Background: an optimization exercise with open tools, aiming at small area. Do not read the settings as production practice. Function was checked by simulation only, so behaviour that the tests miss may differ from the original.

==> flow/design.v (excerpt) <==
module sio_engine (
    input  wire        clk,
    input  wire        rst,
    input  wire        rx_valid,
    input  wire        rx_err,
    input  wire [15:0] rx_word,
    output wire        rx_ready,
    output wire        tx_valid,
    output wire [7:0]  tx_byte,
    input  wire        tx_ready,
    output wire        div_valid,
    output wire [15:0] div_value,
    input  wire        mnt_valid,
    input  wire [3:0]  mnt_unit,
    input  wire        mnt_mount,
    input  wire        mnt_fixed,
    input  wire [1:0]  mnt_ssize,
    input  wire        mnt_ro,
    input  wire        mnt_first_valid,
    input  wire        mnt_blk512,
    input  wire [15:0] mnt_scount,
    input  wire [31:0] mnt_base,
    input  wire [31:0] mnt_len,
    output wire        idle,
    output wire        mem_req,
    output wire        mem_we,
    output wire [3:0]  mem_store,
    output wire [31:0] mem_addr,
    output wire [7:0]  mem_wdata,
    input  wire        mem_ack,
    input  wire [7:0]  mem_rdata,
    output wire        buf_en,
    output wire        buf_we,
    output wire [8:0]  buf_addr,
    output wire [7:0]  buf_wdata,
    input  wire [7:0]  buf_rdata
);
    localparam [7:0]  CC_SPEED     = 8'h3F;
    localparam [7:0]  CC_FORMAT_SD = 8'h21;
  ...
Settings: LEC_CHECK=0, CAP_MARGIN=20, CORE_MARGIN=2, CORE_UTILIZATION=60, PLACE_DENSITY=0.75, SLEW_MARGIN=20; clock period 12.0 ns.
standard.sh (not shown) runs the stock make flow with config.mk's settings and CLKGATE_MAP_FILE= SYNTH_SCRIPT=/design/flow/synth_recipe.tcl, a recipe that flattens the netlist after the stock synthesis.
==> flow/flow/run.sh <==
#!/bin/bash
# Own layout flow: the standard ORFS flow (standard.sh) with three
# changes made through the environment, nothing else:
#  - synthesis maps the combinational logic with an area-oriented ABC script
#    (flow/abc_map.script in place of ORFS's abc_speed.script).  The rest of
#    the synthesis is the standard one (same Yosys passes, flip-flop mapping,
#    flattening and renaming), so the registers are the standard synthesis's;
#  - the port buffers that global placement inserts are the smallest plain
#    buffer (sky130_fd_sc_hd__buf_1); every input and output port still gets
#    its own buffer;
#  - clock tree synthesis clusters up to 30 sinks within 60 um per leaf
#    buffer and inserts no dummy loads, so the tree needs fewer buffers.
# The make output goes to standard_flow.log; ORFS keeps each tool's own log
# under orfs/logs.
set -euo pipefail
cd "$(dirname "$0")/.."
rm -rf orfs_scripts
cp -r "$FLOW_HOME/scripts" orfs_scripts
cp flow/abc_map.script orfs_scripts/abc_speed.script
export SCRIPTS_DIR="$PWD/orfs_scripts"
export BUFFER_PORTS_ARGS="-buffer_cell sky130_fd_sc_hd__buf_1"
export CTS_ARGS="-sink_clustering_enable -repair_clock_nets -dont_use_dummy_load -sink_clustering_size 30 -sink_clustering_max_diameter 60"
bash ./standard.sh > standard_flow.log 2>&1
==> flow/flow/abc_map.script <==
&get -n
&st
&synch2
&nf -a -R 1000
&st
&dch
&nf -a -R 1000
&st
&dch
&nf -a -R 1000
&put
topo
stime -c
==> next run, changes <==
--- a/flow/design.v
+++ b/flow/design.v
@@ -109,18 +109,16 @@
     reg        success;
     reg [15:0] sec;
     reg [8:0]  bi;
     reg [7:0]  acc;
     reg [31:0] ma;
     reg        w_fixed;        
     reg [1:0]  w_ss;           
     reg        w_blk;
-    reg        w_fv;           
-    reg        w_ro;           
     wire here = (hc == du);
     wire [32:0] md     = {1'b0, mnt_len} - {2'b0, 1'b0, mnt_base[30:0]};
     wire        m_b256 = !mnt_fixed && (mnt_ssize == 2'd1);
     wire [24:0] mdec   = md[31:7] - 25'd1;
     reg  [24:0] mq;
     always @(*) begin
         if (m_b256)
             mq = {1'b0, mdec[24:1]};
@@ -263,17 +261,17 @@
         endcase
     end
     assign buf_en    = b_en && !sending && !rst;
     assign buf_we    = b_we;
     assign buf_addr  = bi[8:0];
     assign buf_wdata = b_wdata;
     wire ins = (state == S_CLR) || ((state == S_INS) && here);
     wire set_fast = chk_go && devok && (hdl == H_SPEED) && h_mnt && du != 4'd0;
-    wire [W-1:0] ins_entry = {1'b0, w_ss, w_fv, w_fixed, w_ro, sec, ma[30:0], acc, bi[7:0]};
+    wire [W-1:0] ins_entry = {1'b0, w_ss, wv, w_fixed, w_blk, sec, ma[30:0], acc, bi[7:0]};
     wire [W-1:0] pass_entry = {h_div | set_fast, head[W-2:0]};
     integer k;
     always @(posedge clk) begin
         ring[0] <= ins ? ins_entry : pass_entry;
         for (k = 1; k < 15; k = k + 1)
             ring[k] <= ring[k-1];
     end
     always @(posedge clk) begin
@@ -284,17 +282,17 @@
     end
     always @(posedge clk) begin
         if (rst) begin
             state   <= S_CLR;
             pos     <= 3'd1;
             sending <= 1'b0;
             w_fixed <= 1'b0;
             w_ss    <= 2'd0;
-            w_fv    <= 1'b0;
+            wv      <= 1'b0;
         end else if (sending) begin
             if (tx_ready)
                 sending <= 1'b0;
         end else begin
             case (state)
                 S_CLR: begin
                     if (hc == 4'd15)
                         state <= S_RX;
@@ -329,18 +327,18 @@
                             end else begin
                                 pos <= pos + 3'd1;
                             end
                         end
                     end else if (mnt_valid && pos == 3'd1 && mnt_unit != 4'd0) begin
                         du      <= mnt_unit;
                         w_fixed <= m_code[0];
                         w_ss    <= m_code[3:2];
-                        w_fv    <= m_code[1];
-                        w_ro    <= mnt_ro;
+                        wv      <= m_code[1];
+                        w_blk   <= mnt_ro;
                         sec     <= mnt_scount;
                         ma      <= {1'b0, mnt_base[30:0]};
                         acc     <= m_bound[15:8];
                         bi      <= {1'd0, m_bound[7:0]};
                         state   <= S_INS;
                     end
                 end
                 S_INS: begin
Wire length shrinks by 3.2%.
Hold slack gets better by 7.6 ps.
Die area is about the same.
Cell area barely changes.
Register-to-register slack gets better by 220 ps.
Final cell count grows by 0.31%.

## port drivers added, routing unchanged
The results above use ideal ports. As a check the final layouts listed here were re-extracted and re-timed, cells and wires unchanged. Step 1 (the two cells are an assumption about what drives the block):
set clk [get_ports {clk}]
set_driving_cell -lib_cell sky130_fd_sc_hd__clkbuf_16 $clk
set_driving_cell -lib_cell sky130_fd_sc_hd__buf_2 [delete_from_list [all_inputs] $clk]
Step 2 also shifts input and output timing later by t, the mid clock arrival at the registers, as if the neighbouring blocks saw the same clock. Slacks: no drivers / after step 1 / after step 2; pairs: no drivers / after step 1.
| run | shift t [ns] | slack for setup (ns) | hold slack, ns | worst setup path at the end | pins driven straight from the clock port |
|---|---|---|---|---|---|
| the first run | 0.650 | 3.915 / 3.915 / 3.574 | 0.252 / 0.252 / 0.252 | input to register | 1 |
| the second run | 0.668 | 3.934 / 3.976 / 3.308 | 0.259 / 0.259 / 0.259 | input to register | 1 |
After both steps every run listed still meets setup and hold. For the second run, which loses most, drivers alone change the setup slack by +0.042 ns; drivers and shift together by -0.626 ns.
